Context: an optimization exercise on an open-source flow, tuned for small area and few clock cycles. The choices shown serve that exercise and are no tape-out recipe.
At most, simulation tests tie the RTL to the original design; equivalence was not proved.

Design fat12_walker, start of the top module:
module fat12_walker (
    input  wire        clk,
    input  wire        rst,            
    input  wire        cmd_valid,
    output wire        cmd_ready,
    input  wire [1:0]  cmd_op,         
    input  wire [15:0] cmd_arg,        
    input  wire        med_present,
    input  wire [20:0] med_size,
    output reg         med_re,
    output reg  [20:0] med_addr,
    input  wire [7:0]  med_rdata,      
    output reg         out_valid,
    input  wire        out_ready,
    output reg  [20:0] out_cluster,
    output reg  [20:0] out_offset,
    output reg         done,
    output reg         done_ok,
    output reg  [31:0] done_count,
    output reg  [31:0] done_total
);
For scale: about 3000 cells after synthesis, ~310 flip-flops, ~180 I/O pins, roughly 29000 um^2 of cells after synthesis.
export LEC_CHECK = 0
export CAP_MARGIN = 20
export CORE_MARGIN = 2
export CORE_UTILIZATION = 40
export SLEW_MARGIN = 20
create_clock -name core_clock -period 20.0 [get_ports {clk}]
run.sh (not shown) runs the stock make flow with config.mk's settings and CLKGATE_MAP_FILE= SYNTH_SCRIPT=/design/flow/synth_recipe.tcl, a recipe that flattens the netlist after the stock synthesis.
The first run produced a clean layout.
Testbench counts at the start, summed over its fixed seeds: cycles 72,271.
==> next run, changes <==
--- a/flow/design.v
+++ b/flow/design.v
@@ -259,12 +259,16 @@
         endcase
     end
     reg fin, fin_ok;
     always @(*) begin
         fin = 1'b0; fin_ok = 1'b1;
         case (st)
+            S_CH1: begin
+                if (!clu_ok || !steps_ok) fin = 1'b1;
+                else if (off_bad) begin fin = 1'b1; fin_ok = 1'b0; end
+            end
             S_CH0: if (!a_in || ech_end) fin = 1'b1;
             S_SCAN: begin
                 if (n_hit) fin = 1'b1;
                 else if (s_cmp && !s_in) begin fin = 1'b1; fin_ok = !is_alloc; end
             end
             S_FIN: begin fin = 1'b1; fin_ok = okr; end
@@ -453,15 +457,13 @@
                         if (!o_busy) begin mop <= MO_OFF; mi <= 5'd0; st <= S_MAC; end
                     end else
                         st <= S_CH1;
                 end
                 S_CH1: begin
                     lo <= med_rdata;
-                    if (!clu_ok || !steps_ok) begin okr <= 1'b1; st <= S_FIN; end
-                    else if (off_bad) begin okr <= 1'b0; st <= S_FIN; end
-                    else begin
+                    if (!fin) begin
                         if (o_busy) st <= S_CHS;
                         else begin
                             out_valid <= 1'b1;
                             if (!offr) out_offset <= sum[20:0];
                             count <= cnt1[32:0];
                             a  <= a1;
The new run finished but failed the layout checks on setup timing.
Global-route usage goes down by 0.95 points.
Worst hold slack is better by 0.027 ns.
Register-to-register slack is better by 1.7 ns.
Count of clock-buffer cells in the layout goes up by 3.
Setup slack is worse by 1.4 ns.
Cell count goes up by 2.4%.
Only the layout flow was run in the second run of this note; the RTL was not checked for function there.

fat12_walker, a different RTL version from the one above (not shown whole).
Size: roughly 2700 cells after synthesis, about 180 I/O pins, ~25000 um^2 of cells after synthesis.
==> flow/config.mk <==
export PLATFORM = sky130hd
export DESIGN_NAME = fat12_walker
export DESIGN_NICKNAME = fat12_walker
export VERILOG_FILES = /design/flow/design.v
export SDC_FILE = /design/flow/constraint.sdc
export NUM_CORES = 4
export LEC_CHECK = 0
export CAP_MARGIN = 20
export CORE_MARGIN = 2
export CORE_UTILIZATION = 60
export CTS_CLUSTER_DIAMETER = 100
export CTS_CLUSTER_SIZE = 20
export SLEW_MARGIN = 20
==> flow/constraint.sdc <==
create_clock -name core_clock -period 20.0 [get_ports {clk}]
set_input_delay 4.0000 -clock core_clock [delete_from_list [all_inputs] [get_ports {clk}]]
set_output_delay 4.0000 -clock core_clock [all_outputs]
set_load 0.01 [all_outputs]
Testbench counts at the start, summed over its fixed seeds: cycles 72,439.
Rerun with:
--- a/flow/design.v
+++ b/flow/design.v
@@ -50,13 +50,12 @@
     reg [2:0]  mop;
     reg [5:0]  mi;
     reg [1:0]  dop;              
     reg        bad;              
     reg        tsd;              
     reg        offr;             
-    reg        tcd;              
     reg        sok;              
     reg        pa;               
     reg [7:0]  lo;
     reg [4:0]  sreg;             
     reg        p2reg;            
     reg [20:0] fs, fe;           
@@ -319,13 +318,12 @@
                     op    <= cmd_op;
                     clu   <= {5'd0, cmd_arg};
                     bpc   <= {5'd0, cmd_arg};
                     gs    <= 4'd0;
                     bad   <= 1'b0;
                     tsd   <= 1'b0;
-                    tcd   <= 1'b0;
                     offr  <= 1'b0;
                     sok   <= 1'b1;
                     pa    <= 1'b0;
                     if (!med_present || med_size < 21'd512) begin
                         okr <= 1'b0;
                         st  <= S_FIN;
@@ -424,13 +422,13 @@
                         case (dop)
                             2'd0: st <= S_RD2;
                             2'd1: begin tsd <= 1'b1; st <= S_F; end
                             default: st <= S_F2;
                         endcase
                         if (dop == 2'd0) dst <= {tc[23:0], dq};
-                        if (dop == 2'd2) tcd <= 1'b1;
+                        if (dop == 2'd2) tsd <= 1'b1;
                     end
                 end
                 S_RL: begin
                     mi <= mi + 6'd1;
                     tc <= (mi == 6'd0) ? 32'd0 : {tc[23:0], med_rdata};
                     if (mi == 6'd2) begin
@@ -446,12 +444,13 @@
                     if (tc == 32'd0 && !tsd) begin
                         tc  <= {11'd0, med_size};
                         a[15:0] <= 16'd0;
                         dop <= 2'd1; mi <= 6'd0; st <= S_DIV;
                     end else begin
                         tc <= (dsec[32] || dsec == 33'd0) ? 32'd0 : dsec[31:0];
+                        tsd <= 1'b0;
                         if (bad || lt34({13'd0, med_size}, {13'd0, fe})) begin
                             okr <= 1'b0;
                             st  <= S_FIN;
                         end else if (op != OP_CHAIN || cfast) begin
                             dst <= {4'd0, sum[20:0]}; dst_big <= big21;
                             mi  <= 6'd0;
@@ -459,13 +458,13 @@
                         end else begin
                             mop <= MO_DS; mi <= 6'd0; st <= S_MAC;
                         end
                     end
                 end
                 S_F2: begin
-                    if (tcd || (spc_p2 && mi[2:0] == j)) begin
+                    if (tsd || (spc_p2 && mi[2:0] == j)) begin
                         count <= 33'd0;
                         sreg  <= s_g;
                         p2reg <= bps_p2 && spc_p2;
                         if (op == OP_CHAIN) st <= S_CHS;
                         else if (is_alloc && bpc == 21'd0) begin okr <= 1'b1; st <= S_FIN; end
                         else st <= S_SS;
The changed run produced a clean layout.
Routed wire length rises by 3.1%.
Cell area rises by 1.9%.
Clock-buffer cell count falls by 2.
Die area rises by 2.0%.
Synthesized cell count rises by 3.5%.
Worst setup slack is worse by 0.025 ns.
Clock skew rises by 0.012 ns.
Maximum frequency stays flat.
Synthesized area rises by 2.0%.
Via count rises by 3.1%.
Testbench counts after the change, summed over its fixed seeds: cycles 72,439.

== run A ==
Another version of the RTL of fat12_walker (not shown whole).
Size in the first run: about 2,800 cells after synthesis, ~180 I/O pins, ~25,000 µm² of cells after synthesis.
make LEC_CHECK=0 CAP_MARGIN=20 CORE_MARGIN=2 CORE_UTILIZATION=40 SLEW_MARGIN=20 finish   # period 20.0 ns
Testbench counts of run A, summed over its fixed seeds: cycles 73,816.
What run B does differently from run A at the input level:
-- flow/design.v --
<<< run A, line 33
               S_CH0  = 4'd10,   
               S_CHH  = 4'd11,   
               S_SS   = 4'd12,   
               S_SCAN = 4'd13,   
               S_FIN  = 4'd14,   
>>> run B, line 33
               S_CH0  = 4'd10,   
               S_CHH  = 4'd11,   
               S_UN   = 4'd12,   
               S_SCAN = 4'd13,   
               S_FIN  = 4'd14,   
<<< run A, line 163
    wire [34:0] offew    = add34({13'd0, off}, {13'd0, bpc}, 1'b0);
    wire [21:0] off_end  = offew[21:0];
    wire        off_bad  = off_big || bpc_big || lt34({13'd0, med_size}, {12'd0, off_end});
    wire [11:0] ech  = clu[0] ? {med_rdata, lo[7:4]} : {med_rdata[3:0], lo};
    wire        ech_end = (ech >= 12'hFF8) || (ech == 12'd0);
>>> run B, line 163
    wire [34:0] offew    = add34({13'd0, off}, {13'd0, bpc}, 1'b0);
    wire [21:0] off_end  = offew[21:0];
    wire        med_lt   = lt34({13'd0, med_size}, (st == S_F) ? {13'd0, fe} : {12'd0, off_end});
    wire        off_bad  = off_big || bpc_big || med_lt;
    wire [11:0] ech  = clu[0] ? {med_rdata, lo[7:4]} : {med_rdata[3:0], lo};
    wire        ech_end = (ech >= 12'hFF8) || (ech == 12'd0);
<<< run A, line 290
    end
    always @(*) begin
        ac = (st == S_SS) ? 16'd2 : clu[15:0];
        case (st)
            S_IDLE: med_addr = 21'h0B;
            S_G, S_RI: med_addr = {15'd0, ia};
            S_RL: med_addr = mi[0] ? 21'h11 : 21'h12;
            S_CHS, S_SS: med_addr = aent[20:0];
            S_CH1: med_addr = a1[20:0];
            S_SCAN: med_addr = (s_stall || n_hit) ? a[20:0] : a1[20:0];
>>> run B, line 291
    end
    always @(*) begin
        ac = (st == S_CHS) ? clu[15:0] : 16'd2;
        case (st)
            S_IDLE: med_addr = 21'h0B;
            S_G, S_RI: med_addr = {15'd0, ia};
            S_RL: med_addr = mi[0] ? 21'h11 : 21'h12;
            S_CHS, S_F, S_F2: med_addr = aent[20:0];
            S_CH1: med_addr = a1[20:0];
            S_SCAN: med_addr = (s_stall || n_hit) ? a[20:0] : a1[20:0];
<<< run A, line 301
        endcase
    end
    always @(posedge clk) begin
        if (rst) begin
>>> run B, line 302
        endcase
    end
    wire go = (st == S_F) ? (spc_p2 && j == 3'd0) : (tcd || (spc_p2 && mi[2:0] == j));
    task dispatch;
        begin
            count <= 33'd0;
            sreg  <= s_g;
            p2reg <= bps_p2 && spc_p2;
            if (op == OP_CHAIN) st <= S_CHS;
            else if (is_alloc && bpc == 21'd0) begin okr <= 1'b1; st <= S_FIN; end
            else begin
                a   <= aent;
                clu <= 21'd1;
                ph  <= 2'd0;
                out_offset <= 21'd0;
                st  <= S_SCAN;
            end
        end
    endtask
    always @(posedge clk) begin
        if (rst) begin
<<< run A, line 432
                        dop <= 2'd1; mi <= 6'd0; st <= S_DIV;
                    end else begin
                        tc <= (dsec[32] || dsec == 33'd0) ? 32'd0 : dsec[31:0];
                        if (bad || lt34({13'd0, med_size}, {13'd0, fe})) begin
                            okr <= 1'b0;
                            st  <= S_FIN;
>>> run B, line 450
                        dop <= 2'd1; mi <= 6'd0; st <= S_DIV;
                    end else begin
                        tc <= dsec[32] ? 32'd0 : dsec[31:0];
                        if (bad || med_lt) begin
                            okr <= 1'b0;
                            st  <= S_FIN;
<<< run A, line 440
                            mi  <= 6'd0;
                            st  <= S_F2;
                        end else begin
                            mop <= MO_DS; mi <= 6'd0; st <= S_MAC;
>>> run B, line 458
                            mi  <= 6'd0;
                            st  <= S_F2;
                            if (go) dispatch;
                        end else begin
                            mop <= MO_DS; mi <= 6'd0; st <= S_MAC;
<<< run A, line 446
                end
                S_F2: begin
                    if (tcd || (spc_p2 && mi[2:0] == j)) begin
                        count <= 33'd0;
                        sreg  <= s_g;
                        p2reg <= bps_p2 && spc_p2;
                        if (op == OP_CHAIN) st <= S_CHS;
                        else if (is_alloc && bpc == 21'd0) begin okr <= 1'b1; st <= S_FIN; end
                        else st <= S_SS;
                    end else if (spc_p2) begin
                        tc <= {1'b0, tc[31:1]};
                        mi <= mi + 6'd1;
>>> run B, line 465
                end
                S_F2: begin
                    if (go) dispatch;
                    else if (spc_p2) begin
                        tc <= {1'b0, tc[31:1]};
                        mi <= mi + 6'd1;
<<< run A, line 494
                end
                S_CHH: st <= S_CH0;
                S_SS: begin
                    a   <= aent;
                    clu <= 21'd1;
                    ph  <= 2'd0;
                    out_offset <= 21'd0;
                    st  <= S_SCAN;
                end
                S_SCAN: if (!fin && !s_stall) begin
                    a  <= a1;
>>> run B, line 507
                end
                S_CHH: st <= S_CH0;
                S_SCAN: if (!fin && !s_stall) begin
                    a  <= a1;
Results
Share of synthesized area spent on multiplexers in run B is 0.94 points lower than in run A. NOTE die height run A->run B increased slightly. On smallest hold slack, the higher figure sits with run A, not run B. On area growth from synthesis to final layout, run A and run B are neck and neck. X dimension of the die: run A and run B compared, lower one is run A. In terms of clock transition at the registers of the reported paths, run B and run A differ only marginally. Compared to run A, the routing of run B uses more wire. When run B is measured against run A, its total half-perimeter wirelength after legalization and detailed placement turns out 5300 µm higher. As far as maximum level of the CTS H-tree goes, run B and run A are indistinguishable; the numbers are identical. Cell count along the critical path (higher): run A.
Testbench counts of run B, summed over its fixed seeds: cycles 73,514.

==> what the ideal ports hide <==
The results above use ideal ports. As a check the final layouts listed here were re-extracted and re-timed, cells and wires unchanged. Step 1, drivers: a clkbuf_16 drives clk and a buf_2 each remaining input, both assumed. Step 2 moves the port delays by t, midway between the first and last clock arrival at a register: inputs arrive t later, outputs are due t later. That takes back most of the time a late clock gives input paths. Three values: no drivers, after step 1, after step 2; two values: the first two.
run	t (ns)	slack for setup (ns)	worst hold slack (ns)	worst setup path after step 2	cell pins on the clock port's net
the first run of note 1	0.657	0.709 / 0.709 / 0.709	0.622 / 0.622 / 0.622	register to register	1
the second run of note 1	0.652	-0.678 / -0.744 / -0.092	0.649 / 0.649 / 0.649	register to output	1
the first run of note 2	0.605	0.586 / 0.586 / 0.586	0.674 / 0.674 / 0.674	register to register	1
the second run of note 2	0.613	0.561 / 0.561 / 0.561	0.700 / 0.700 / 0.700	register to register	1
run A	0.631	0.991 / 0.991 / 0.991	0.646 / 0.646 / 0.646	register to register	1
run B	0.653	0.841 / 0.841 / 0.841	0.601 / 0.601 / 0.601	register to register	1
